Context: an optimization exercise on an open-source flow, tuned for small area, a short achievable clock period and few clock cycles. The choices shown serve that exercise and are no tape-out recipe.
Only simulation tests tie the RTL to the original design; equivalence was not proved.

==> flow/design.v (outline; a module is shown in full before it is edited, if it fits) <==
// module fpa2: 70 lines
// module fpm3: 80 lines
// module fp_sin3: 58 lines
// module fp_duty2: 59 lines
// module fp_qdiv: 54 lines
// module fp_x1000: 15 lines
// module fp_incp2: 30 lines
// module mul24: 1017 lines
// module cmul_inv2pi: 441 lines
// module sin_table: 267 lines
// module cbs_rtb: 328 lines
module cbs_rtb (
    input  wire          clk,
    input  wire          rst,
    input  wire          h_valid,
    input  wire [31:0]   h_data,
    output wire          ready,
    output reg           r_valid,
    output reg  [31:0]   r_data,
    input  wire          p_valid,
    input  wire [7:0]    p_data,
    input  wire          tick,
    output wire [31:0]   period_out,
    output wire [31:0]   duty_out
);
  // ...
==> flow/run.sh <==
#!/bin/bash
# synth_recipe.tcl (not shown) runs the flow's synth.tcl, then flattens the netlist and writes it again
# the make line also repeats each setting of config.mk as NAME=value (left out here)
make -C /OpenROAD-flow-scripts/flow DESIGN_CONFIG=/design/flow/config.mk WORK_HOME=/design/flow/orfs CLKGATE_MAP_FILE= SYNTH_SCRIPT=/design/flow/synth_recipe.tcl finish
==> flow/config.mk <==
export PLATFORM = sky130hd
export DESIGN_NAME = cbs_rtb
export DESIGN_NICKNAME = cbs_rtb
export VERILOG_FILES = /design/flow/design.v
export SDC_FILE = /design/flow/constraint.sdc
export NUM_CORES = 8
export LEC_CHECK = 0
export ABC_AREA = 1
export CAP_MARGIN = 20
export CORE_MARGIN = 2
export CORE_UTILIZATION = 40
export PLACE_DENSITY = 0.6
export SLEW_MARGIN = 20
export SYNTH_MEMORY_MAX_BITS = 65536
==> flow/constraint.sdc <==
create_clock -name core_clock -period 25.0 [get_ports {clk}]
set_input_delay 5.0000 -clock core_clock [delete_from_list [all_inputs] [get_ports {clk}]]
set_output_delay 5.0000 -clock core_clock [all_outputs]
set_load 0.01 [all_outputs]
==> impl_metrics.json, run 1 <==
{
  "end_kind": "flip-flop",
  "drtAntennaViolNets": 0,
  "cp_data_required_time_ps": 25720,
  "drtIter0Drc": 14400,
  "crit_end": "u_add.r_sum[27]",
  "routed.top_layer": "met5",
  "clock_sinks": 1288,
  "first_global_vias": 114000,
  "clockRootBuffer": "clkbuf_16",
  "dp_hpwl_um": 412000,
  "routed_wl_um": 529000,
  "fin_area_um2": 133000,
  "cp_num_cells": 39,
  "holdPathStages": 0,
  "finalCritPeriodShare": 0.369,
  "n_clock_buffer": 196,
  "place_inst": 21200,
  "ys_seq_area_frac": 0.249,
  "drv_slew": 0,
  "status": "complete, no violations",
  "nWellTaps": 3978,
  "synth.distinct_cells": 106
}
Testbench counts, summed over its fixed seeds: cycles 28,539.
==> inputs of run 2 (changes only) <==
--- a/flow/config.mk
+++ b/flow/config.mk
@@ -9,6 +9,6 @@
 export CAP_MARGIN = 20
 export CORE_MARGIN = 2
-export CORE_UTILIZATION = 40
-export PLACE_DENSITY = 0.6
+export CORE_UTILIZATION = 60
+export PLACE_DENSITY = 0.7
 export SLEW_MARGIN = 20
 export SYNTH_MEMORY_MAX_BITS = 65536
==> run 2 against run 1 <==
Global-route usage rose by 13 points. Count of clock-buffer cells in the layout is 5 lower. Highest routed layer unchanged. Still clean on timing, DRC and antenna. First-iteration DRC count rose by 18%. Flip-flop and latch count unchanged. Largest cell class unchanged. Synthesized cell count is the same. Worst setup slack got worse by 230 ps. Core utilization grew 21 points.
==> impl_metrics.json, run 2 <==
{
  "setup_viol": 0,
  "maxCapViolCount": 0,
  "layout_min_cycle_time_ps": 9450,
  "syn-instance-count": 17600,
  "drv_slew": 0,
  "grt_overflow": 0,
  "status": "complete, no violations",
  "drive_gt1_frac": 0.0483,
  "critPathKind": "flip-flop to flip-flop",
  "drtAntennaViolNets": 0,
  "numCtsBuffers": 146,
  "clockRootBuffer": "clkbuf_16",
  "htreeDepth": 4,
  "hold_path_end": "u_mul.q_e[5]",
  "synth.distinct_cells": 106,
  "cp-startpoint": "v[2]",
  "crit_top_cell": "nand2_1",
  "clock_skew_ps": 52.3,
  "hold_slack_ps": 319,
  "clock_sinks": 1288,
  "cp.arrival_ps": 10170,
  "worstReg2RegStart": "v[2]",
  "finalWeightedCongestion": 1.09,
  "grt_pass1_wl_um": 718000,
  "synthFlopType": "dfxtp_1",
  "dp_hpwl_um": 370000,
  "final_hold_viol_count": 0,
  "critPathLaunchType": "flip-flop",
  "netlist_area_um2": 122000,
  "holdBufCountCts": 0,
  "slew_headroom": 0.162,
  "cts.reportedPaths.clkPinSlew_ps": 70,
  "finalSetupTns_ps": 0,
  "syn_avg_cell_area_um2": 6.95,
  "final_common_cell": "nand2_1",
  "async_reset_ff_frac": 0,
  "antenna_found_initial": 31,
  "cts_setup_buffers": 0,
  "cp_slowest_stage_delay_ps": 690,
  "drt-pass1-iter-count": 13,
  "track_usage": 0.460,
  "fp-row-count": 165,
  "cp_data_required_time_ps": 25720,
  "ff2ff_path_depth": 40,
  "cp_max_fo": 71,
  "end_kind": "flip-flop",
  "rsz0062_at_grt": "false",
  "dieArea_um2": 207000,
  "cts_tree": "built",
  "finalCritPeriodShare": 0.378,
  "post_cts_resized": 0,
  "holdPathStages": 0,
  "first_global_vias": 115000,
  "hp-start": "u_mul.r_e[5]",
  "synth_warnings": 8,
  "chipWidth_um": 455,
  "die_h_um": 455,
  "vias": 125000,
  "largestRegisters": "fmem x128, qm x120, u_mul.q_p x48",
  "hp-class": "flip-flop to flip-flop",
  "fmax_mhz": 106,
  "worst_pin_slew_ps": 1250,
  "r2r_setup_slack_ps": 15550,
  "synth_top_area_share": 0.135,
  "synth_area_leader_cell": "dfxtp_1",
  "clockBufferDepth": 3,
  "start_util": 0.604,
  "syn_to_final_growth_pct": 6.79,
  "ys_seq_area_frac": 0.249,
  "netlist_top_cells_count": "nand2_1 (3666), inv_1 (3029), o21ai_0 (1740)",
  "drtIter0Drc": 17100,
  "drc": 0,
  "port_buffers": 100,
  "routed_wl_um": 489000,
  "max_flop_register": "fmem",
  "wl_per_cell_um": 24.3,
  "clock_latency_ps": 850,
  "reg2reg_to": "u_add.r_sum[24]",
  "synth_most_common_cell": "nand2_1",
  "cpMaxStageDelayCell": "buf_4",
  "boundaryPins": 143,
  "nNetsFinal": 18600,
  "largest_reg_flops": 128,
  "synth_edf_count": 466,
  "viasPerCell": 6.19,
  "ys_ff_latch": 1288,
  "grt_max_degree": 172,
  "final_cell_mix": "nand2_1 (3659), inv_1 (3023), o21ai_0 (1735)",
  "yosys-top-cells-area": "dfxtp_1 (13%), fa_1 (11%), edfxtp_1 (11%), nand2_1 (11%), inv_1 (9.3%)",
  "core_um2": 202000
}
-- run 2: cell counts after synthesis --
Identical to the previous run, type by type.
-- run 2: metal layers --
layer,GRT usage,share of wire
met4,0.302,0.080
met3,0.127,0.13
met2,0.680,0.42
met5,0.00276,0.00053
met1,0.589,0.37
-- run 2: final cells by class --
cell class | instances | area [µm²]
inverters | 3116 | 11700
clock inverters | 81 | 1090
well taps | 2672 | 3340
diodes | 21 | 52.6
repair buffers | 365 | 3010
flip-flops and latches | 1288 | 30500
multi-input cells | 12400 | 76800
fillers | 18300 | 71900
clock buffers | 191 | 4000
-- run 2: critical path, delay by kind of cell (launching register included) --
family | cells | cell delay [ps]
fa+ha+maj | 3 | 920
flops | 1 | 300
simple gates | 13 | 1560
buf+inv | 7 | 2350
compound gates | 17 | 4160
-- run 2: worst max-delay path by stage --
stage | to | slack, ps | depth (start not counted)
after floorplan | hp_op1[0] | 16460 | 6
after global placement | r_data[7] | 15550 | 13
after detailed placement | r_data[7] | 15530 | 13
after CTS | u_add.r_sum[16] | 16030 | 37
after global routing | u_add.r_sum[24] | 14750 | 37
final | u_add.r_sum[24] | 15550 | 40
-- run 2: cells by family after synthesis --
kind of cell | after synthesis | share of synthesized area
buffers and inverters | 3938 | 0.125
xor gates and xnor gates | 494 | 0.0357
and+or+nand+nor | 6551 | 0.225
adders and majority gates | 1264 | 0.173
AOI/OAI and AO/OA | 3975 | 0.186
muxes | 69 | 0.00575
DFF | 1288 | 0.249
other | 2 | 0.0000615
-- run 2: through the flow --
| stage | setup WS (ps) | utilization | cells | cell area (µm²) |
|---|---|---|---|---|
| 5_1_grt | 14750 | 0.644 | 20100 | 130000 |
| 3_5_place_dp | 15530 | 0.619 | 19800 | 125000 |
| 6_report | 15550 | 0.645 | 20100 | 130000 |
| 2_1_floorplan | 16460 | - | 17600 | 122000 |
| 3_3_place_gp | 15550 | 0.619 | 19800 | 125000 |
| 4_1_cts | 16030 | 0.644 | 20100 | 130000 |
==> module fp_duty2, before the edit <==
module fp_duty2 (
    input  wire        clk,
    input  wire [31:0] o,
    input  wire [10:0] per,
    output reg  [10:0] duty,
    output reg         nan
);
    wire [7:0]  eo = o[30:23];
    wire [23:0] mo = {|eo, o[22:0]};
    reg  [26:0] A;
    reg         stk;
    reg  [50:0] w;
    always @(*) begin
        w = 51'd0; A = 27'd0; stk = 1'b0;
        if (eo >= 8'd134)
            A = {3'd0, mo} << (eo - 8'd134);
        else if (eo >= 8'd110) begin
            w = {3'd0, mo, 24'd0} >> (8'd134 - eo);
            A = w[50:24];
            stk = |w[23:0];
        end else
            stk = |o[30:0];
    end
    wire [28:0] ofs = o[31] ? ~{2'b00, A} + {28'd0, ~stk} : {2'b00, A};
    reg  [28:0] r_v;
    reg         r_nan, r_big, r_neg;
    reg  [10:0] r_per;
    always @(posedge clk) begin
        r_v   <= {3'd0, per, 15'd0} + ofs;
        r_nan <= (&eo) & (|o[22:0]);
        r_big <= (eo >= 8'd138);
        r_neg <= o[31];
        r_per <= per;
    end
    wire [12:0] n = r_v[28:16];
    wire [15:0] f = r_v[15:0];
    reg         up;
    always @(*) begin
        up = 1'b0;
        if (n[11])      up = &f[15:3];
        else if (n[10]) up = &f[15:2];
        else if (n[9])  up = &f[15:1];
        else if (n[8])  up = &f[15:0];
    end
    wire [12:0] nr = n + {12'd0, up};
    always @(*) begin
        nan = r_nan;
        if (r_nan)
            duty = 11'd0;
        else if (r_big)
            duty = r_neg ? 11'd0 : r_per;
        else if (r_v[28] || n == 13'd0)
            duty = 11'd0;
        else if (nr > {2'd0, r_per})
            duty = r_per;
        else
            duty = nr[10:0];
    end
endmodule
==> module cbs_rtb, before the edit <==
module cbs_rtb (
    input  wire          clk,
    input  wire          rst,
    input  wire          h_valid,
    input  wire [31:0]   h_data,
    output wire          ready,
    output reg           r_valid,
    output reg  [31:0]   r_data,
    input  wire          p_valid,
    input  wire [7:0]    p_data,
    input  wire          tick,
    output wire [31:0]   period_out,
    output wire [31:0]   duty_out
);
    localparam [31:0] TICK_STEP = 32'h3C23D70A;   
    localparam [10:0] NOMINAL   = 11'd1000;
    localparam [7:0] OP_AVAIL = 8'h01, OP_FLUSH = 8'h02, OP_PEEK = 8'h03,
                     OP_REFS  = 8'h10, OP_SETC  = 8'h11, OP_RDREG = 8'h20;
    reg [7:0]  fmem [0:15];
    reg [3:0]  wc, rc;
    reg [4:0]  ic, cc;
    reg        synced, err_ill, err_corr, err_duty;
    reg [31:0] tsc, tols, st, tss;
    reg [10:0] pcorr, period, duty;
    reg [31:0] amp, freq, phase, start;
    reg [1:0]  hp_k;          
    reg        hp_setc;       
    reg        hp_ok;         
    reg [31:0] hp_op0, hp_op1;
    reg        rdy;
    reg        pend;          
    assign ready      = rdy;
    assign period_out = {21'd0, period};
    assign duty_out   = {21'd0, duty};
    reg [17:1] v;             
    reg        ph;            
    reg        eng_wait;      
    reg [31:0] st_s;          
    reg [31:0] kk;            
    reg        k_ok;
    reg [3:1]  kv;            
    reg [3:0]  ocnt;          
    reg [3:0]  acnt;          
    reg [3:0]  wp, rp;
    reg [11:0] qm [0:9];      
    reg [3:0]  lag;           
    reg        cu;            
    reg        setc_wait;     
    reg        rd_wait;       
    reg        rd_tss;
    reg        rs_on;
    reg [4:0]  rs_n;
    wire [10:0] per_n = synced ? pcorr : NOMINAL;
    wire [31:0] da = per_n[10] ? {1'b0, 8'd135, per_n[9:0], 13'd0}
                               : {1'b0, 8'd134, per_n[8:0], 14'd0};
    wire amp_pos = !amp[31] && (amp[30:0] != 31'd0) &&
                   !((amp[30:23] == 8'hFF) && (amp[22:0] != 23'd0));
    wire eng_en = !rs_on || (rs_n >= 5'd11);
    wire issue  = eng_en && !eng_wait && !ph && (ocnt != 4'd10);
    wire cu_go  = (lag != 4'd0) && !cu && !issue;      
    wire [31:0] inc_y, tss_y, add_y, mul_y, sin_y, add_c;
    fpa2 u_inc (.clk(clk), .a(cu_go ? st : st_s), .b(TICK_STEP), .yc(inc_y), .y());
    fp_incp2 u_inct (.clk(clk), .x(tss), .y(tss_y));
    wire        rs_delta = rs_on && (rs_n == 5'd1);
    reg  [31:0] add_a, add_b;
    always @(*) begin
        if (v[2])      begin add_a = st_s;  add_b = {~start[31], start[30:0]}; end
        else if (v[7]) begin add_a = mul_y; add_b = phase; end
        else           begin add_a = tols;  add_b = {~kk[31], kk[30:0]}; end   
    end
    fpa2 u_add (.clk(clk), .a(add_a), .b(add_b), .yc(add_c), .y(add_y));
    wire        k_go = !k_ok && (kv == 3'd0) && !rs_on && !v[4] && !v[13];
    reg  [31:0] mul_a, mul_b;
    always @(*) begin
        if (v[4])       begin mul_a = freq; mul_b = add_y; end
        else if (v[13]) begin mul_a = kk;   mul_b = sin_y; end
        else            begin mul_a = amp;  mul_b = da; end
    end
    fpm3 u_mul (.clk(clk), .a(mul_a), .b(mul_b), .y(mul_y));
    fp_sin3 u_sin (.clk(clk), .th(add_y), .ld(v[11]), .s(sin_y));
    wire [10:0] dd;
    wire        dn;
    fp_duty2 u_duty (.clk(clk), .o(mul_y), .per(per_n), .duty(dd), .nan(dn));
    wire [11:0] dres = amp_pos ? {dn, dd} : 12'd0;
    wire [1:0]  div_cls;
    wire [31:0] div_q, q1000;
    fp_qdiv u_div (.clk(clk), .start(rs_on && rs_n == 5'd3), .a(tss), .b(add_y),
                   .cls(div_cls), .q(div_q));
    fp_x1000 u_x1000 (.q(kk), .y(q1000));
    function automatic [10:0] corr_clamp(input [31:0] q);
        reg [32:0] x2;
        reg [32:0] r;
        begin
            if (q[31] || q[30:23] == 0)
                corr_clamp = 11'd900;
            else if (q[30:23] >= 8'd159)
                corr_clamp = 11'd1100;
            else begin
                if (q[30:23] >= 8'd149)
                    x2 = {9'd0, 1'b1, q[22:0]} << (q[30:23] - 8'd149);
                else if (8'd149 - q[30:23] >= 8'd24)
                    x2 = 33'd0;
                else
                    x2 = {9'd0, 1'b1, q[22:0]} >> (8'd149 - q[30:23]);
                r = (x2 + 33'd1) >> 1;
                if (r < 33'd900)
                    corr_clamp = 11'd900;
                else if (r > 33'd1100)
                    corr_clamp = 11'd1100;
                else
                    corr_clamp = r[10:0];
            end
        end
    endfunction
    wire        h_acc = h_valid && rdy;
    wire        t_acc = tick && rdy;
    wire [7:0]  opc   = h_data[31:24];
    wire [23:0] arg   = h_data[23:0];
    wire        first_multi = h_acc && hp_k == 2'd0 && (opc == OP_REFS || opc == OP_SETC);
    wire        do1     = h_acc && hp_k == 2'd0 && !first_multi;    
    wire        do_refs = h_acc && hp_k == 2'd1 && !hp_setc;
    wire        do_setc = h_acc && hp_k == 2'd1 && hp_setc;
    wire       we  = p_valid;
    wire [3:0] wc1 = we ? wc + 4'd1 : wc;
    wire [4:0] ic1 = (we && ic != 5'd16) ? ic + 5'd1 : ic;
    wire [5:0] avail_s   = {1'b0, cc} + {1'b0, ic1};
    wire [4:0] avail_c   = (avail_s >= 6'd16) ? 5'd16 : avail_s[4:0];
    wire [3:0] peek_addr = arg[3:0] + rc;
    wire [7:0] peek_data = (we && peek_addr == wc) ? p_data : fmem[peek_addr];
    reg        rd_ok;
    reg [31:0] rd_val;
    always @(*) begin
        rd_ok = 1'b1;
        case (arg[7:0])
            8'h00: rd_val = {28'd0, err_duty, err_corr, err_ill, synced};
            8'h01: rd_val = 32'd16;
            8'h02: rd_val = {28'd0, wc1};
            8'h03: rd_val = {28'd0, rc};
            8'h04: rd_val = {27'd0, ic1};
            8'h05: rd_val = {27'd0, cc};
            8'h11: rd_val = tsc;
            8'h12: rd_val = tols;
            8'h14: rd_val = {21'd0, pcorr};
            8'h15: rd_val = {21'd0, period};
            8'h16: rd_val = {21'd0, duty};
            8'h17: rd_val = amp;
            8'h18: rd_val = freq;
            8'h19: rd_val = phase;
            8'h1A: rd_val = start;
            8'h10, 8'h13: rd_val = 32'd0;       
            default: begin rd_val = 32'd0; rd_ok = 1'b0; end
        endcase
    end
    always @(posedge clk) begin
        if (we && !rst)
            fmem[wc] <= p_data;
    end
    wire        q_here = (acnt != 4'd0) || v[17];
    wire        commit = (t_acc || pend) && q_here;
    wire [11:0] cres   = (acnt != 4'd0) ? qm[rp] : dres;
    wire        qpush  = v[17] && !(commit && acnt == 4'd0);
    wire        qpop   = commit && acnt != 4'd0;
    always @(posedge clk) begin
        if (qpush) qm[wp] <= dres;
    end
    always @(posedge clk) begin
        if (rst) begin
            wc <= 0; rc <= 0; ic <= 0; cc <= 0;
            synced <= 1'b0; err_ill <= 1'b0; err_corr <= 1'b0; err_duty <= 1'b0;
            tsc <= 32'd0; tols <= 32'd0; st <= 32'd0; tss <= 32'd0;
            pcorr <= NOMINAL; period <= NOMINAL; duty <= 11'd0;
            amp <= 32'd0; freq <= 32'd0; phase <= 32'd0; start <= 32'd0;
            hp_k <= 2'd0; hp_setc <= 1'b0; hp_ok <= 1'b0;
            rdy <= 1'b1; pend <= 1'b0;
            r_valid <= 1'b0; r_data <= 32'd0;
            v <= 17'd0; ph <= 1'b0; eng_wait <= 1'b1; k_ok <= 1'b0; kv <= 3'd0;
            ocnt <= 4'd0; acnt <= 4'd0; wp <= 4'd0; rp <= 4'd0;
            lag <= 4'd0; cu <= 1'b0; setc_wait <= 1'b0; rd_wait <= 1'b0;
            rs_on <= 1'b0; rs_n <= 5'd0;
        end else begin
            r_valid <= 1'b0;
            wc <= wc1;
            ic <= ic1;
            v  <= {v[16:1], issue};
            ph <= ~ph;
            if (v[1] && synced) st_s <= inc_y;
            kv <= {kv[2:1], k_go};
            if (kv[3]) begin kk <= mul_y; k_ok <= 1'b1; end
            cu <= cu_go;
            if (cu) begin
                st  <= inc_y;
                tss <= tss_y;
            end
            lag <= lag - {3'd0, cu} + {3'd0, commit && synced};
            if (eng_wait && lag == 4'd0 && (!rs_on || rs_n >= 5'd10)) begin
                eng_wait <= 1'b0;
                st_s <= st;
                if (setc_wait) begin
                    setc_wait <= 1'b0;
                    start <= st;
                    r_valid <= 1'b1;
                    r_data <= 32'd0;
                    rdy <= 1'b1;
                end
            end
            if (rd_wait && lag == 4'd0) begin
                rd_wait <= 1'b0;
                r_valid <= 1'b1;
                r_data <= rd_tss ? tss : st;
                rdy <= 1'b1;
            end
            if (qpush) wp <= (wp == 4'd9) ? 4'd0 : wp + 4'd1;
            if (qpop)  rp <= (rp == 4'd9) ? 4'd0 : rp + 4'd1;
            acnt <= acnt + {3'd0, qpush} - {3'd0, qpop};
            ocnt <= ocnt + {3'd0, issue} - {3'd0, commit};
            if (commit) begin
                period <= per_n;
                duty <= cres[10:0];
                if (cres[11]) err_duty <= 1'b1;
                pend <= 1'b0;
                rdy <= 1'b1;
            end else if (t_acc) begin
                pend <= 1'b1;
                rdy <= 1'b0;
            end
            if (v[13] && !k_ok) begin
                v <= 17'd0; ocnt <= 4'd0; acnt <= 4'd0; wp <= 4'd0; rp <= 4'd0;
                eng_wait <= 1'b1;
            end
            if (h_acc) begin
                if (hp_k == 2'd0) begin
                    hp_ok <= (arg == 24'd0);
                    if (opc == OP_REFS) begin hp_k <= 2'd1; hp_setc <= 1'b0; end
                    else if (opc == OP_SETC) begin hp_k <= 2'd3; hp_setc <= 1'b1; end
                end else begin
                    hp_k <= hp_k - 2'd1;
                    if (hp_k == 2'd3) hp_op0 <= h_data;
                    if (hp_k == 2'd2) hp_op1 <= h_data;
                end
            end
            if (do1) begin
                r_valid <= 1'b1;
                r_data  <= 32'd0;
                case (opc)
                    OP_AVAIL:
                        if (arg != 0) err_ill <= 1'b1;
                        else begin
                            if (avail_s >= 6'd16) rc <= wc1;
                            cc <= avail_c;
                            ic <= 5'd0;
                            r_data <= {27'd0, avail_c};
                        end
                    OP_FLUSH: begin
                        rc <= rc + arg[3:0];
                        cc <= ({19'd0, cc} >= arg) ? cc - arg[4:0] : 5'd0;
                    end
                    OP_PEEK:
                        r_data <= {24'd0, peek_data};
                    OP_RDREG:
                        if (arg[23:8] != 0 || !rd_ok) err_ill <= 1'b1;
                        else if (arg[7:0] == 8'h10 || arg[7:0] == 8'h13) begin
                            r_valid <= 1'b0;
                            rd_wait <= 1'b1;
                            rd_tss <= arg[1];
                            rdy <= 1'b0;
                        end else r_data <= rd_val;
                    default:
                        err_ill <= 1'b1;
                endcase
            end
            if (do_setc) begin
                if (!hp_ok) begin
                    err_ill <= 1'b1;
                    r_valid <= 1'b1;
                    r_data  <= 32'd0;
                end else begin
                    amp <= hp_op0; freq <= hp_op1; phase <= h_data;
                    setc_wait <= 1'b1;
                    rdy <= 1'b0;
                    v <= 17'd0; ocnt <= 4'd0; acnt <= 4'd0; wp <= 4'd0; rp <= 4'd0;
                    eng_wait <= 1'b1; k_ok <= 1'b0; kv <= 3'd0;
                end
            end
            if (do_refs) begin
                if (!hp_ok) begin
                    err_ill <= 1'b1;
                    r_valid <= 1'b1;
                    r_data  <= 32'd0;
                end else if (!synced) begin
                    tsc <= h_data; tols <= h_data; st <= h_data;
                    tss <= 32'd0;
                    synced <= 1'b1;
                    r_valid <= 1'b1;
                    r_data  <= 32'd0;
                    v <= 17'd0; ocnt <= 4'd0; acnt <= 4'd0; wp <= 4'd0; rp <= 4'd0;
                    eng_wait <= 1'b1; k_ok <= 1'b0; kv <= 3'd0;
                end else begin
                    kk <= tols;
                    tols <= h_data;
                    rs_on <= 1'b1;
                    rs_n <= 5'd0;
                    rdy <= 1'b0;
                    v <= 17'd0; ocnt <= 4'd0; acnt <= 4'd0; wp <= 4'd0; rp <= 4'd0;
                    eng_wait <= 1'b1; k_ok <= 1'b0; kv <= 3'd0;
                end
            end
            if (rs_on) begin
                if (rs_n != 5'd0 || lag == 4'd0)
                    rs_n <= rs_n + 5'd1;
                if (rs_n == 5'd17) kk <= div_q;
                if (rs_n == 5'd18) kk <= q1000;
                if (rs_n == 5'd19) begin
                    case (div_cls)
                        2'd0: pcorr <= corr_clamp(kk);
                        2'd1: pcorr <= 11'd900;
                        2'd2: pcorr <= 11'd1100;
                        default: err_corr <= 1'b1;
                    endcase
                    tss <= 32'd0;
                    r_valid <= 1'b1;
                    r_data <= 32'd0;
                    rdy <= 1'b1;
                    rs_on <= 1'b0;
                end
            end
        end
    end
endmodule
==> inputs of run 3 (changes only) <==
--- a/flow/design.v
+++ b/flow/design.v
@@ -233,5 +233,4 @@
     reg  [28:0] r_v;
     reg         r_nan, r_big, r_neg;
-    reg  [10:0] r_per;
     always @(posedge clk) begin
         r_v   <= {3'd0, per, 15'd0} + ofs;
@@ -239,5 +238,4 @@
         r_big <= (eo >= 8'd138);
         r_neg <= o[31];
-        r_per <= per;
     end
     wire [12:0] n = r_v[28:16];
@@ -257,9 +255,9 @@
             duty = 11'd0;
         else if (r_big)
-            duty = r_neg ? 11'd0 : r_per;
+            duty = r_neg ? 11'd0 : per;
         else if (r_v[28] || n == 13'd0)
             duty = 11'd0;
-        else if (nr > {2'd0, r_per})
-            duty = r_per;
+        else if (nr > {2'd0, per})
+            duty = per;
         else
             duty = nr[10:0];
@@ -320,19 +318,4 @@
     end
 endmodule
-module fp_x1000 (
-    input  wire [31:0] q,
-    output wire [31:0] y
-);
-    wire [23:0] m = {1'b1, q[22:0]};
-    wire [30:0] p = {m, 7'd0} - {6'd0, m, 1'b0} - {7'd0, m};    
-    wire        hi  = p[30];
-    wire [23:0] m24 = hi ? p[30:7] : p[29:6];
-    wire        g   = hi ? p[6] : p[5];
-    wire        st  = hi ? (|p[5:0]) : (|p[4:0]);
-    wire        inc = g & (st | m24[0]);
-    wire [24:0] m25 = {1'b0, m24} + {24'd0, inc};
-    wire [7:0]  e = q[30:23] + 8'd9 + {7'd0, hi} + {7'd0, m25[24]};
-    assign y = {1'b0, e, m25[24] ? 23'd0 : m25[22:0]};
-endmodule
 module fp_incp2 (
     input  wire        clk,
@@ -2106,4 +2089,5 @@
     localparam [31:0] TICK_STEP = 32'h3C23D70A;   
     localparam [10:0] NOMINAL   = 11'd1000;
+    localparam [31:0] NOM_F     = 32'h447A0000;   
     localparam [7:0] OP_AVAIL = 8'h01, OP_FLUSH = 8'h02, OP_PEEK = 8'h03,
                      OP_REFS  = 8'h10, OP_SETC  = 8'h11, OP_RDREG = 8'h20;
@@ -2147,5 +2131,5 @@
     wire amp_pos = !amp[31] && (amp[30:0] != 31'd0) &&
                    !((amp[30:23] == 8'hFF) && (amp[22:0] != 23'd0));
-    wire eng_en = !rs_on || (rs_n >= 5'd11);
+    wire eng_en = !rs_on || (rs_n >= 5'd12);
     wire issue  = eng_en && !eng_wait && !ph && (ocnt != 4'd10);
     wire cu_go  = (lag != 4'd0) && !cu && !issue;      
@@ -2164,7 +2148,8 @@
     reg  [31:0] mul_a, mul_b;
     always @(*) begin
-        if (v[4])       begin mul_a = freq; mul_b = add_y; end
-        else if (v[13]) begin mul_a = kk;   mul_b = sin_y; end
-        else            begin mul_a = amp;  mul_b = da; end
+        if (v[4])       begin mul_a = freq;  mul_b = add_y; end
+        else if (v[13]) begin mul_a = kk;    mul_b = sin_y; end
+        else if (rs_on) begin mul_a = div_q; mul_b = NOM_F; end
+        else            begin mul_a = amp;   mul_b = da; end
     end
     fpm3 u_mul (.clk(clk), .a(mul_a), .b(mul_b), .y(mul_y));
@@ -2175,8 +2160,7 @@
     wire [11:0] dres = amp_pos ? {dn, dd} : 12'd0;
     wire [1:0]  div_cls;
-    wire [31:0] div_q, q1000;
+    wire [31:0] div_q;
     fp_qdiv u_div (.clk(clk), .start(rs_on && rs_n == 5'd3), .a(tss), .b(add_y),
                    .cls(div_cls), .q(div_q));
-    fp_x1000 u_x1000 (.q(kk), .y(q1000));
     function automatic [10:0] corr_clamp(input [31:0] q);
         reg [32:0] x2;
@@ -2274,5 +2258,5 @@
             ic <= ic1;
             v  <= {v[16:1], issue};
-            ph <= ~ph;
+            ph <= (rs_on && rs_n == 5'd0) ? 1'b1 : ~ph;    
             if (v[1] && synced) st_s <= inc_y;
             kv <= {kv[2:1], k_go};
@@ -2284,5 +2268,5 @@
             end
             lag <= lag - {3'd0, cu} + {3'd0, commit && synced};
-            if (eng_wait && lag == 4'd0 && (!rs_on || rs_n >= 5'd10)) begin
+            if (eng_wait && lag == 4'd0 && (!rs_on || rs_n >= 5'd11)) begin
                 eng_wait <= 1'b0;
                 st_s <= st;
@@ -2399,9 +2383,7 @@
                 if (rs_n != 5'd0 || lag == 4'd0)
                     rs_n <= rs_n + 5'd1;
-                if (rs_n == 5'd17) kk <= div_q;
-                if (rs_n == 5'd18) kk <= q1000;
-                if (rs_n == 5'd19) begin
+                if (rs_n == 5'd20) begin
                     case (div_cls)
-                        2'd0: pcorr <= corr_clamp(kk);
+                        2'd0: pcorr <= corr_clamp(mul_y);
                         2'd1: pcorr <= 11'd900;
                         2'd2: pcorr <= 11'd1100;
--- a/flow/config.mk
+++ b/flow/config.mk
@@ -9,6 +9,6 @@
 export CAP_MARGIN = 20
 export CORE_MARGIN = 2
-export CORE_UTILIZATION = 60
-export PLACE_DENSITY = 0.7
+export CORE_UTILIZATION = 40
+export PLACE_DENSITY = 0.6
 export SLEW_MARGIN = 20
 export SYNTH_MEMORY_MAX_BITS = 65536
==> run 3 against run 2 <==
Core utilization shrank 21 points. Clock skew grew 69 ps. Die area grew 44%. Cell area shrank 2.3%. Highest routed layer unchanged. Sequential share of layout area grew 0.37 points. Global-route usage shrank 14 points. Worst setup slack gained 100 ps. Fmax grew 1.1%.
==> impl_metrics.json, run 3 <==
{
  "status": "complete, no violations",
  "final_cell_mix": "nand2_1 (3644), inv_1 (2829), o21ai_0 (1531)",
  "drive_gt1_frac": 0.0473,
  "start_util": 0.403,
  "synth.distinct_cells": 89,
  "cpMaxStageDelayCell": "nor2_1",
  "yosys-top-cells-area": "dfxtp_1 (14%), edfxtp_1 (12%), nand2_1 (12%), fa_1 (12%), inv_1 (9.1%)",
  "finalSetupTns_ps": 0,
  "wl_per_cell_um": 23.9,
  "critPathLaunchType": "flip-flop",
  "largest_reg_flops": 128,
  "netlist_top_cells_count": "nand2_1 (3649), inv_1 (2834), o21ai_0 (1534)",
  "htreeDepth": 4,
  "synth_warnings": 8,
  "critPathKind": "flip-flop to flip-flop",
  "crit_top_cell": "nand2_1",
  "slew_headroom": 0.134,
  "routed_wl_um": 493000,
  "path_buf_inv": 9,
  "end_kind": "flip-flop",
  "port_buffers": 100,
  "first_global_vias": 108000,
  "drc": 0,
  "grt_pass1_wl_um": 719000,
  "dieArea_um2": 298000,
  "worst_pin_slew_ps": 1290,
  "drv_slew": 0,
  "vias": 117000,
  "numCtsBuffers": 154,
  "syn_avg_cell_area_um2": 6.99,
  "cp_top_family": "buffers and inverters",
  "synth_top_area_share": 0.138,
  "grt_overflow": 0,
  "die_h_um": 545,
  "cp.arrival_ps": 10130,
  "antenna_found_initial": 33,
  "clock_latency_ps": 900,
  "track_usage": 0.320,
  "syn-instance-count": 16800,
  "cts_tree": "built",
  "final_common_cell": "nand2_1",
  "chipWidth_um": 545,
  "boundaryPins": 143,
  "clockBufferDepth": 4,
  "setup_viol": 0,
  "nNetsFinal": 17800,
  "hold_slack_ps": 328,
  "clock_skew_ps": 122,
  "ys_ff_latch": 1277,
  "fin_cells": 20600,
  "clock_sinks": 1277,
  "grt_max_degree": 93,
  "dp_hpwl_um": 380000,
  "drtAntennaViolNets": 0,
  "finalWeightedCongestion": 1.06,
  "layout_min_cycle_time_ps": 9350,
  "synth_most_common_cell": "nand2_1",
  "cts.reportedPaths.clkPinSlew_ps": 60,
  "synth_edf_count": 466,
  "post_cts_resized": 0,
  "hp-class": "flip-flop to flip-flop",
  "cp_max_fo": 81,
  "drtIter0Drc": 14900,
  "drt-pass1-iter-count": 9,
  "ys_seq_area_frac": 0.258,
  "holdBufCountCts": 0,
  "core_um2": 291000,
  "clockRootBuffer": "clkbuf_16",
  "fmax_mhz": 107,
  "finalCritPeriodShare": 0.374,
  "synth_area_leader_cell": "dfxtp_1",
  "final_hold_viol_count": 0,
  "fp-row-count": 198,
  "largestRegisters": "fmem x128, qm x120, u_mul.q_p x48",
  "netlist_area_um2": 117000,
  "cts_setup_buffers": 0,
  "syn_to_final_growth_pct": 8.67,
  "cp_data_required_time_ps": 25780,
  "rsz0062_at_grt": "false",
  "synthFlopType": "dfxtp_1",
  "maxCapViolCount": 0,
  "max_flop_register": "fmem",
  "place_inst": 20300,
  "cp_slowest_stage_delay_ps": 870,
  "viasPerCell": 5.66,
  "async_reset_ff_frac": 0
}
[run 3: area by class of cell]
class | instances | area [µm²]
clock inverter | 74 | 727
multi-input combinational | 11800 | 73200
antenna | 21 | 52.6
clock buffer | 209 | 4290
tap | 3900 | 4880
timing repair buffer | 384 | 3150
inverter | 2911 | 10900
fill | 30600 | 164000
sequential | 1277 | 30200
[run 3: cells by family after synthesis]
group	after synthesis	share of synthesized area
DFF	1277	0.258
adders and majority gates	1198	0.172
buffers and inverters	3703	0.122
other	2	0.0000640
xor gates and xnor gates	448	0.0337
muxes	75	0.00642
and+or+nand+nor	6341	0.225
AOI/OAI and AO/OA	3726	0.184
[run 3: routing by layer]
layer  track usage  vias up  routed length, µm
met5             0        -                126
met4         0.169       20              30500
met3        0.0602     1123              49200
met2         0.475     5939             207000
met1         0.440    55300             207000
li1              -    54300                  -
[run 3: per-stage QoR]
step | area (µm²) | setup WS, ps | utilization
6_report | 127000 | 15650 | 0.437
5_1_grt | 127000 | 14800 | 0.437
4_1_cts | 127000 | 16140 | 0.437
3_5_place_dp | 122000 | 15280 | 0.420
3_3_place_gp | 122000 | 15290 | 0.420
2_1_floorplan | 117000 | 16860 | -
[run 3: worst paths after layout]
kind | from | to | slack [ps] | cells past startpoint
max | v[2] | u_add.r_sum[18] | 15650 | 39
min | u_mul.r_c[1] | u_mul.q_c[1] | 330 | 0
max reg2reg | v[2] | u_add.r_sum[18] | 15650 | 39
min reg2reg | u_mul.r_c[1] | u_mul.q_c[1] | 330 | 0
[run 3: worst reg2reg max path: cells and delay by family (launching register included)]
| family | cells | cell delay [ps] |
|---|---|---|
| buffers and inverters | 9 | 2890 |
| adders and majority gates | 2 | 780 |
| and+or+nand+nor | 15 | 2490 |
| xor gates and xnor gates | 3 | 480 |
| DFF | 1 | 290 |
| AOI/OAI and AO/OA | 10 | 2370 |
Testbench counts of run 3, summed over its fixed seeds: cycles 28,605.
==> module fpa2, before the edit <==
module fpa2 (
    input  wire        clk,
    input  wire [31:0] a,
    input  wire [31:0] b,
    output reg  [31:0] yc,      
    output reg  [31:0] y
);
    wire a_e1 = &a[30:23], b_e1 = &b[30:23];
    wire a_nan = a_e1 & (|a[22:0]);
    wire b_nan = b_e1 & (|b[22:0]);
    wire a_inf = a_e1 & ~(|a[22:0]);
    wire b_inf = b_e1 & ~(|b[22:0]);
    wire        swap = b[30:0] > a[30:0];
    wire        an = |a[30:23], bn = |b[30:23];
    wire [7:0]  ea = {a[30:24], a[23] | ~an};
    wire [7:0]  eb = {b[30:24], b[23] | ~bn};
    wire [7:0]  dab = ea - eb, dba = eb - ea;
    wire [7:0]  d  = swap ? dba : dab;
    wire [7:0]  ex = swap ? eb : ea;
    wire        sx = swap ? b[31] : a[31];
    wire [23:0] mx = swap ? {bn, b[22:0]} : {an, a[22:0]};
    wire [23:0] mz = swap ? {an, a[22:0]} : {bn, b[22:0]};
    wire        sub = a[31] ^ b[31];
    reg [26:0] al;
    integer i;
    always @(*) begin
        al = {mz, 3'b000};
        if (d > 8'd26) al = {26'd0, |mz};
        else
            for (i = 0; i < 5; i = i + 1)
                if (d[i]) al = (al >> (1 << i)) | {26'd0, |(al & ((27'd1 << (1 << i)) - 27'd1))};
    end
    wire [27:0] sum = {1'b0, mx, 3'b000} + ({1'b0, al} ^ {28{sub}}) + {27'd0, sub};
    reg [27:0] r_sum;
    reg [7:0]  r_ex;
    reg        r_sx, r_zs, r_nan, r_inf;
    always @(posedge clk) begin
        r_sum <= sum;
        r_ex  <= ex;
        r_sx  <= sx;
        r_zs  <= a[31] & b[31];
        r_nan <= a_nan | b_nan | (a_inf & b_inf & sub);
        r_inf <= a_inf | b_inf;
    end
    reg [4:0] lz;
    always @(*) begin
        lz = 5'd27;
        for (i = 0; i <= 26; i = i + 1)
            if (r_sum[i]) lz = 26 - i;
    end
    wire [7:0]  lim = r_ex - 8'd1;
    wire [4:0]  sh  = ({3'd0, lz} < lim) ? lz : lim[4:0];
    wire [26:0] nl  = r_sum[26:0] << sh;
    wire [26:0] nm  = r_sum[27] ? {r_sum[27:2], r_sum[1] | r_sum[0]} : nl;
    wire [8:0]  ne  = r_sum[27] ? {1'b0, r_ex} + 9'd1 : {1'b0, r_ex} - {4'd0, sh};
    wire [7:0]  ef  = nm[26] ? ne[7:0] : 8'd0;
    wire        inc = nm[2] & (nm[1] | nm[0] | nm[3]);
    wire [30:0] mag = {ef, nm[25:3]} + {30'd0, inc};
    always @(*) begin
        if (r_nan)
            yc = 32'h7FC00000;
        else if (r_inf | (ne >= 9'd255))
            yc = {r_sx, 8'hFF, 23'd0};
        else if (r_sum == 28'd0)
            yc = {r_zs, 31'd0};
        else
            yc = {r_sx, mag};
    end
    always @(posedge clk) y <= yc;
endmodule
==> inputs of run 4 (changes only) <==
--- a/flow/design.v
+++ b/flow/design.v
@@ -11,14 +11,19 @@
     wire a_inf = a_e1 & ~(|a[22:0]);
     wire b_inf = b_e1 & ~(|b[22:0]);
-    wire        swap = b[30:0] > a[30:0];
     wire        an = |a[30:23], bn = |b[30:23];
     wire [7:0]  ea = {a[30:24], a[23] | ~an};
     wire [7:0]  eb = {b[30:24], b[23] | ~bn};
-    wire [7:0]  dab = ea - eb, dba = eb - ea;
-    wire [7:0]  d  = swap ? dba : dab;
-    wire [7:0]  ex = swap ? eb : ea;
+    wire [23:0] ma = {an, a[22:0]};
+    wire [23:0] mb = {bn, b[22:0]};
+    wire [8:0]  dab = {1'b0, ea} - {1'b0, eb};
+    wire [7:0]  dba = eb - ea;
+    wire        eswap = dab[8];                  
+    wire        deq = (ea == eb);
+    wire [7:0]  d  = eswap ? dba : dab[7:0];
+    wire [7:0]  ex = eswap ? eb : ea;
+    wire [23:0] mx = eswap ? mb : ma;
+    wire [23:0] mz = eswap ? ma : mb;
+    wire        swap = b[30:0] > a[30:0];
     wire        sx = swap ? b[31] : a[31];
-    wire [23:0] mx = swap ? {bn, b[22:0]} : {an, a[22:0]};
-    wire [23:0] mz = swap ? {an, a[22:0]} : {bn, b[22:0]};
     wire        sub = a[31] ^ b[31];
     reg [26:0] al;
@@ -31,5 +36,8 @@
                 if (d[i]) al = (al >> (1 << i)) | {26'd0, |(al & ((27'd1 << (1 << i)) - 27'd1))};
     end
-    wire [27:0] sum = {1'b0, mx, 3'b000} + ({1'b0, al} ^ {28{sub}}) + {27'd0, sub};
+    wire        ms = deq & swap;
+    wire [26:0] op = ms ? {mb, 3'b000} : {mx, 3'b000};
+    wire [26:0] oq = ms ? {ma, 3'b000} : al;
+    wire [27:0] sum = {1'b0, op} + ({1'b0, oq} ^ {28{sub}}) + {27'd0, sub};
     reg [27:0] r_sum;
     reg [7:0]  r_ex;
@@ -230,15 +238,17 @@
             stk = |o[30:0];
     end
-    wire [28:0] ofs = o[31] ? ~{2'b00, A} + {28'd0, ~stk} : {2'b00, A};
-    reg  [28:0] r_v;
-    reg         r_nan, r_big, r_neg;
+    reg  [26:0] r_a;
+    reg         r_stk, r_nan, r_big, r_neg;
     always @(posedge clk) begin
-        r_v   <= {3'd0, per, 15'd0} + ofs;
+        r_a   <= A;
+        r_stk <= stk;
         r_nan <= (&eo) & (|o[22:0]);
         r_big <= (eo >= 8'd138);
         r_neg <= o[31];
     end
-    wire [12:0] n = r_v[28:16];
-    wire [15:0] f = r_v[15:0];
+    wire [28:0] vf = {3'd0, per, 15'd0} + ({2'b00, r_a} ^ {29{r_neg}})
+                     + {28'd0, r_neg & ~r_stk};
+    wire [12:0] n = vf[28:16];
+    wire [15:0] f = vf[15:0];
     reg         up;
     always @(*) begin
@@ -249,5 +259,5 @@
         else if (n[8])  up = &f[15:0];
     end
-    wire [12:0] nr = n + {12'd0, up};
+    wire        n_ge = (n >= {2'd0, per});
     always @(*) begin
         nan = r_nan;
@@ -256,10 +266,10 @@
         else if (r_big)
             duty = r_neg ? 11'd0 : per;
-        else if (r_v[28] || n == 13'd0)
+        else if (vf[28] || n == 13'd0)
             duty = 11'd0;
-        else if (nr > {2'd0, per})
+        else if (n_ge)
             duty = per;
         else
-            duty = nr[10:0];
+            duty = n[10:0] + {10'd0, up};
     end
 endmodule
@@ -2123,5 +2133,4 @@
     reg        setc_wait;     
     reg        rd_wait;       
-    reg        rd_tss;
     reg        rs_on;
     reg [4:0]  rs_n;
@@ -2131,26 +2140,17 @@
     wire amp_pos = !amp[31] && (amp[30:0] != 31'd0) &&
                    !((amp[30:23] == 8'hFF) && (amp[22:0] != 23'd0));
-    wire eng_en = !rs_on || (rs_n >= 5'd12);
+    wire eng_en = !rs_on || (rs_n >= 5'd13);
     wire issue  = eng_en && !eng_wait && !ph && (ocnt != 4'd10);
-    wire cu_go  = (lag != 4'd0) && !cu && !issue;      
+    wire cu_go  = (lag != 4'd0) && ph;                  
     wire [31:0] inc_y, tss_y, add_y, mul_y, sin_y, add_c;
-    fpa2 u_inc (.clk(clk), .a(cu_go ? st : st_s), .b(TICK_STEP), .yc(inc_y), .y());
+    fpa2 u_inc (.clk(clk), .a(ph ? st : st_s), .b(TICK_STEP), .yc(inc_y), .y());
     fp_incp2 u_inct (.clk(clk), .x(tss), .y(tss_y));
-    wire        rs_delta = rs_on && (rs_n == 5'd1);
-    reg  [31:0] add_a, add_b;
-    always @(*) begin
-        if (v[2])      begin add_a = st_s;  add_b = {~start[31], start[30:0]}; end
-        else if (v[7]) begin add_a = mul_y; add_b = phase; end
-        else           begin add_a = tols;  add_b = {~kk[31], kk[30:0]}; end   
-    end
+    wire [31:0] add_a = v[7] ? mul_y : st_s;
+    wire [31:0] add_b = v[7] ? phase : {~start[31], start[30:0]};
     fpa2 u_add (.clk(clk), .a(add_a), .b(add_b), .yc(add_c), .y(add_y));
     wire        k_go = !k_ok && (kv == 3'd0) && !rs_on && !v[4] && !v[13];
-    reg  [31:0] mul_a, mul_b;
-    always @(*) begin
-        if (v[4])       begin mul_a = freq;  mul_b = add_y; end
-        else if (v[13]) begin mul_a = kk;    mul_b = sin_y; end
-        else if (rs_on) begin mul_a = div_q; mul_b = NOM_F; end
-        else            begin mul_a = amp;   mul_b = da; end
-    end
+    wire [31:0] mul_c = rs_on ? NOM_F : da;
+    wire [31:0] mul_a = v[4] ? freq : kk;
+    wire [31:0] mul_b = v[4] ? add_y : (v[13] ? sin_y : mul_c);
     fpm3 u_mul (.clk(clk), .a(mul_a), .b(mul_b), .y(mul_y));
     fp_sin3 u_sin (.clk(clk), .th(add_y), .ld(v[11]), .s(sin_y));
@@ -2196,33 +2196,47 @@
     wire        do_refs = h_acc && hp_k == 2'd1 && !hp_setc;
     wire        do_setc = h_acc && hp_k == 2'd1 && hp_setc;
-    wire       we  = p_valid;
-    wire [3:0] wc1 = we ? wc + 4'd1 : wc;
-    wire [4:0] ic1 = (we && ic != 5'd16) ? ic + 5'd1 : ic;
-    wire [5:0] avail_s   = {1'b0, cc} + {1'b0, ic1};
-    wire [4:0] avail_c   = (avail_s >= 6'd16) ? 5'd16 : avail_s[4:0];
+    wire       we   = p_valid;
+    wire [3:0] wc_i = wc + 4'd1;
+    wire [4:0] ic_i = (ic == 5'd16) ? ic : ic + 5'd1;
+    wire [3:0] wc1  = we ? wc_i : wc;
+    wire [4:0] ic1  = we ? ic_i : ic;
+    wire [5:0] as0  = {1'b0, cc} + {1'b0, ic};
+    wire [5:0] as1  = {1'b0, cc} + {1'b0, ic_i};
+    wire       ag0  = (as0 >= 6'd16), ag1 = (as1 >= 6'd16);
+    wire [4:0] av0  = ag0 ? 5'd16 : as0[4:0];
+    wire [4:0] av1  = ag1 ? 5'd16 : as1[4:0];
+    wire       avail_ge = we ? ag1 : ag0;
+    wire [4:0] avail_c  = we ? av1 : av0;
     wire [3:0] peek_addr = arg[3:0] + rc;
     wire [7:0] peek_data = (we && peek_addr == wc) ? p_data : fmem[peek_addr];
-    reg        rd_ok;
-    reg [31:0] rd_val;
+    wire       rd_lo = (arg[7:3] == 5'd0) && (arg[2:0] <= 3'd5);
+    wire       rd_hi = (arg[7:4] == 4'd1) && (arg[3:0] <= 4'hA);
+    wire       rd_ok = (arg[23:8] == 16'd0) && (rd_lo || rd_hi);
+    reg  [4:0] rd_v0;
     always @(*) begin
-        rd_ok = 1'b1;
-        case (arg[7:0])
-            8'h00: rd_val = {28'd0, err_duty, err_corr, err_ill, synced};
-            8'h01: rd_val = 32'd16;
-            8'h02: rd_val = {28'd0, wc1};
-            8'h03: rd_val = {28'd0, rc};
-            8'h04: rd_val = {27'd0, ic1};
-            8'h05: rd_val = {27'd0, cc};
-            8'h11: rd_val = tsc;
-            8'h12: rd_val = tols;
-            8'h14: rd_val = {21'd0, pcorr};
-            8'h15: rd_val = {21'd0, period};
-            8'h16: rd_val = {21'd0, duty};
-            8'h17: rd_val = amp;
-            8'h18: rd_val = freq;
-            8'h19: rd_val = phase;
-            8'h1A: rd_val = start;
-            8'h10, 8'h13: rd_val = 32'd0;       
-            default: begin rd_val = 32'd0; rd_ok = 1'b0; end
+        case (arg[2:0])
+            3'd0: rd_v0 = {1'b0, err_duty, err_corr, err_ill, synced};
+            3'd1: rd_v0 = 5'd16;
+            3'd2: rd_v0 = {1'b0, wc1};
+            3'd3: rd_v0 = {1'b0, rc};
+            3'd4: rd_v0 = ic1;
+            default: rd_v0 = cc;
+        endcase
+    end
+    reg  [3:0]  rd_idx;
+    reg  [31:0] rd_v1;
+    always @(*) begin
+        case (rd_idx)
+            4'h0: rd_v1 = st;
+            4'h1: rd_v1 = tsc;
+            4'h2: rd_v1 = tols;
+            4'h3: rd_v1 = tss;
+            4'h4: rd_v1 = {21'd0, pcorr};
+            4'h5: rd_v1 = {21'd0, period};
+            4'h6: rd_v1 = {21'd0, duty};
+            4'h7: rd_v1 = amp;
+            4'h8: rd_v1 = freq;
+            4'h9: rd_v1 = phase;
+            default: rd_v1 = start;
         endcase
     end
@@ -2238,4 +2252,5 @@
     always @(posedge clk) begin
         if (qpush) qm[wp] <= dres;
+        if (do1) rd_idx <= arg[3:0];
     end
     always @(posedge clk) begin
@@ -2258,5 +2273,5 @@
             ic <= ic1;
             v  <= {v[16:1], issue};
-            ph <= (rs_on && rs_n == 5'd0) ? 1'b1 : ~ph;    
+            ph <= (rs_on && rs_n == 5'd0 && lag == 4'd0) ? 1'b0 : ~ph;    
             if (v[1] && synced) st_s <= inc_y;
             kv <= {kv[2:1], k_go};
@@ -2268,5 +2283,5 @@
             end
             lag <= lag - {3'd0, cu} + {3'd0, commit && synced};
-            if (eng_wait && lag == 4'd0 && (!rs_on || rs_n >= 5'd11)) begin
+            if (eng_wait && lag == 4'd0 && (!rs_on || rs_n >= 5'd12)) begin
                 eng_wait <= 1'b0;
                 st_s <= st;
@@ -2279,9 +2294,8 @@
                 end
             end
-            if (rd_wait && lag == 4'd0) begin
+            if (rd_wait && (lag == 4'd0 || (rd_idx != 4'h0 && rd_idx != 4'h3))) begin
                 rd_wait <= 1'b0;
                 r_valid <= 1'b1;
-                r_data <= rd_tss ? tss : st;
-                rdy <= 1'b1;
+                r_data <= rd_v1;
             end
             if (qpush) wp <= (wp == 4'd9) ? 4'd0 : wp + 4'd1;
@@ -2301,5 +2315,5 @@
             if (v[13] && !k_ok) begin
                 v <= 17'd0; ocnt <= 4'd0; acnt <= 4'd0; wp <= 4'd0; rp <= 4'd0;
-                eng_wait <= 1'b1;
+                eng_wait <= 1'b1; kv <= 3'd0; kk <= amp;
             end
             if (h_acc) begin
@@ -2321,5 +2335,5 @@
                         if (arg != 0) err_ill <= 1'b1;
                         else begin
-                            if (avail_s >= 6'd16) rc <= wc1;
+                            if (avail_ge) rc <= wc1;
                             cc <= avail_c;
                             ic <= 5'd0;
@@ -2328,16 +2342,14 @@
                     OP_FLUSH: begin
                         rc <= rc + arg[3:0];
-                        cc <= ({19'd0, cc} >= arg) ? cc - arg[4:0] : 5'd0;
+                        cc <= (arg[23:5] == 19'd0 && cc >= arg[4:0]) ? cc - arg[4:0] : 5'd0;
                     end
                     OP_PEEK:
                         r_data <= {24'd0, peek_data};
                     OP_RDREG:
-                        if (arg[23:8] != 0 || !rd_ok) err_ill <= 1'b1;
-                        else if (arg[7:0] == 8'h10 || arg[7:0] == 8'h13) begin
+                        if (!rd_ok) err_ill <= 1'b1;
+                        else if (rd_hi) begin
                             r_valid <= 1'b0;
                             rd_wait <= 1'b1;
-                            rd_tss <= arg[1];
-                            rdy <= 1'b0;
-                        end else r_data <= rd_val;
+                        end else r_data <= {27'd0, rd_v0};
                     default:
                         err_ill <= 1'b1;
@@ -2351,4 +2363,5 @@
                 end else begin
                     amp <= hp_op0; freq <= hp_op1; phase <= h_data;
+                    kk <= hp_op0;
                     setc_wait <= 1'b1;
                     rdy <= 1'b0;
@@ -2366,4 +2379,5 @@
                     tss <= 32'd0;
                     synced <= 1'b1;
+                    kk <= amp;
                     r_valid <= 1'b1;
                     r_data  <= 32'd0;
@@ -2371,5 +2385,7 @@
                     eng_wait <= 1'b1; k_ok <= 1'b0; kv <= 3'd0;
                 end else begin
-                    kk <= tols;
+                    kk <= start;
+                    start <= tols;
+                    st_s <= h_data;
                     tols <= h_data;
                     rs_on <= 1'b1;
@@ -2383,5 +2399,8 @@
                 if (rs_n != 5'd0 || lag == 4'd0)
                     rs_n <= rs_n + 5'd1;
-                if (rs_n == 5'd20) begin
+                if (rs_n == 5'd2) start <= kk;
+                if (rs_n == 5'd17) kk <= div_q;
+                if (rs_n == 5'd21) begin
+                    kk <= amp;
                     case (div_cls)
                         2'd0: pcorr <= corr_clamp(mul_y);
==> run 4 against run 3 <==
Wire length increased by 3.1%. Register-to-register slack worse by 180 ps. Via count up 1.9%. Critical path type unchanged. First-iteration DRC count decreased by 2.5%. Final cell count up 1.3%. Die area is 0.96% higher. Highest routed layer unchanged. Synthesized area grew 0.96%. Cell area up 1.3%. Clock skew grew 0.86 ps. Core utilization increased by 0.11 points.
==> impl_metrics.json, run 4 <==
{
  "fill_cells": 30800,
  "cpMaxStageDelayCell": "buf_4",
  "wl_per_cell_um": 24.4,
  "grt_overflow": 0,
  "htreeDepth": 4,
  "die_h_um": 548,
  "fin_cells": 20900,
  "viasPerCell": 5.70,
  "start_util": 0.402,
  "slew_headroom": 0.160,
  "first_global_vias": 111000,
  "core_um2": 294000,
  "boundaryPins": 143,
  "antenna_found_initial": 32,
  "finalWeightedCongestion": 1.07,
  "placed_area_um2": 124000,
  "yosys-top-cells-area": "dfxtp_1 (14%), nand2_1 (12%), edfxtp_1 (12%), fa_1 (12%), inv_1 (9.1%)",
  "seq_area_um2": 30300,
  "port_buffers": 100,
  "drive_gt1_frac": 0.0499,
  "post_cts_resized": 0,
  "cts_tree": "built",
  "syn_avg_cell_area_um2": 6.96,
  "dieArea_um2": 300000,
  "drv_slew": 0,
  "setup_viol": 0,
  "grt_max_degree": 94,
  "vias": 119000,
  "grt_pass1_wl_um": 742000,
  "fmax_mhz": 105,
  "synth_area_leader_cell": "dfxtp_1",
  "layout_min_cycle_time_ps": 9530,
  "netlist_top_cells_count": "nand2_1 (3788), inv_1 (2869), o21ai_0 (1555)",
  "status": "complete, no violations",
  "synthFlopType": "dfxtp_1",
  "cp_data_required_time_ps": 25670,
  "synth.distinct_cells": 93,
  "drt-pass1-iter-count": 7,
  "clockRootBuffer": "clkbuf_16",
  "drtAntennaViolNets": 0,
  "synth_top_area_share": 0.137,
  "end_kind": "flip-flop",
  "cts.reportedPaths.clkPinSlew_ps": 60,
  "critPathKind": "flip-flop to flip-flop",
  "clock_skew_ps": 123,
  "final_hold_viol_count": 0,
  "finalSetupTns_ps": 0,
  "largest_reg_flops": 128,
  "critPathLaunchType": "flip-flop",
  "maxCapViolCount": 0,
  "syn-instance-count": 17000,
  "synth_warnings": 8,
  "final_cell_mix": "nand2_1 (3782), inv_1 (2864), o21ai_0 (1524)",
  "synth_most_common_cell": "nand2_1",
  "final_common_cell": "nand2_1",
  "fin_area_um2": 129000,
  "ys_ff_latch": 1279,
  "drtIter0Drc": 14500,
  "chipWidth_um": 548,
  "max_flop_register": "fmem",
  "syn_to_final_growth_pct": 8.99,
  "cp.arrival_ps": 10200,
  "cp_max_fo": 93,
  "clock_latency_ps": 910,
  "nNetsFinal": 18100,
  "numCtsBuffers": 157,
  "holdBufCountCts": 0,
  "hp-class": "flip-flop to flip-flop",
  "async_reset_ff_frac": 0,
  "synth_edf_count": 469,
  "drc": 0,
  "ys_seq_area_frac": 0.256,
  "largestRegisters": "fmem x128, qm x120, u_mul.q_p x48",
  "clock_sinks": 1279,
  "track_usage": 0.329,
  "netlist_area_um2": 118000,
  "routed_wl_um": 509000,
  "multi_input_area_um2": 74100,
  "crit_top_cell": "nand2_1",
  "fp-row-count": 199,
  "cts_setup_buffers": 0,
  "clockBufferDepth": 4,
  "cp_slowest_stage_delay_ps": 680,
  "finalCritPeriodShare": 0.381,
  "worst_pin_slew_ps": 1250,
  "place_inst": 20600,
  "rsz0062_at_grt": "false",
  "dp_hpwl_um": 389000,
  "fin_util": 0.439
}
## run 4: changes by cell type after synthesis, sizes merged, moves of 38 or more
| cell | before | now |
|---|---|---|
| nor2 | 1296 | 1349 |
| o221ai | 76 | 122 |
| a221oi | 91 | 48 |
| inv | 2879 | 2917 |
| a21oi | 1005 | 1093 |
| nand2 | 3666 | 3804 |
| nand3 | 794 | 720 |
## run 4: per-layer routing
layer	GRT usage	wire, µm
met5	0	123
met4	0.183	33500
met3	0.0713	53200
met2	0.490	213000
met1	0.441	209000
## run 4: worst paths after layout
path,from,to,slack [ps],cells past startpoint
max,v[7],u_add.r_sum[27],15470,37
min reg2reg,u_sin.r_s,u_sin.q_s,320,0
min,u_sin.r_s,u_sin.q_s,320,0
max reg2reg,v[7],u_add.r_sum[27],15470,37
## run 4: critical path: cells and delay by family (launching register included)
| family | cells | cell delay, ps |
|---|---|---|
| multiplexers | 1 | 280 |
| AND/OR/NAND/NOR | 13 | 2050 |
| buffers and inverters | 7 | 2210 |
| flip-flops | 1 | 600 |
| adder cells (fa/ha/maj) | 3 | 1010 |
| XOR/XNOR | 3 | 980 |
| AO/OA/AOI/OAI | 10 | 2140 |
## run 4: area by class of cell
| type | count | share of cell area |
|---|---|---|
| tap | 3919 | 0.0380 |
| clock inverter | 65 | 0.00527 |
| sequential | 1279 | 0.235 |
| clock buffer | 210 | 0.0348 |
| timing repair buffer | 431 | 0.0271 |
| antenna | 13 | 0.000252 |
| multi-input combinational | 12000 | 0.574 |
| inverter | 2948 | 0.0858 |
## run 4: kinds of logic (layout without fill, tap and decap cells)
logic type               Yosys count  after routing  share of synthesized area
AO/OA/AOI/OAI                   3844           3844                      0.189
flip-flops                      1279           1279                      0.256
AND/OR/NAND/NOR                 6400           6400                      0.222
buffers and inverters           3758           3654                      0.122
XOR/XNOR                         449            449                     0.0335
adder cells (fa/ha/maj)         1208           1208                      0.171
other                              2             56                  0.0000634
multiplexers                      72             72                    0.00611
## run 4: per-stage QoR
stage                     hold WS [ps]  worst slack (ps)
after floorplan                    310             16660
after global placement             311             15450
after detailed placement           312             15320
after CTS                          325             15290
after global routing               328             14540
final                              324             15470
Testbench counts of run 4, summed over its fixed seeds: cycles 28,818.

## port drivers added, routing unchanged
No port has a modelled driver above. Below, the same layouts with a new extraction and two added sets of constraints. Step 1 (the two cells are an assumption about what drives the block):
set clk [get_ports {clk}]
set_driving_cell -lib_cell sky130_fd_sc_hd__clkbuf_16 $clk
set_driving_cell -lib_cell sky130_fd_sc_hd__buf_2 [delete_from_list [all_inputs] $clk]
Step 2 adds t to the input delays and takes it off the output delays; t is the mean of the earliest and latest rising clock arrival at the registers after step 1. Input paths then give back, and output paths get back, about the clock's delay inside the block. Three values: ideal ports, drivers, drivers and shift; two values: the first two.
run	t, ns	setup slack, ns	worst hold slack (ns)	worst setup path after step 2	slew at the worst register clock pin (ns)
run 1	0.947	15.779 / 15.779 / 15.537	0.325 / 0.325 / 0.325	input to register	0.07 / 0.07
run 2	0.916	15.552 / 15.552 / 15.343	0.319 / 0.319 / 0.319	input to register	0.08 / 0.08
run 3	0.939	15.653 / 15.653 / 15.189	0.328 / 0.328 / 0.328	input to register	0.08 / 0.08
run 4	0.940	15.470 / 15.470 / 15.149	0.324 / 0.324 / 0.324	input to register	0.07 / 0.07
After both steps every run listed still meets setup and hold. The setup slack of run 3, which loses most, moves by 0.000 ns with the drivers and by -0.464 ns with both steps.
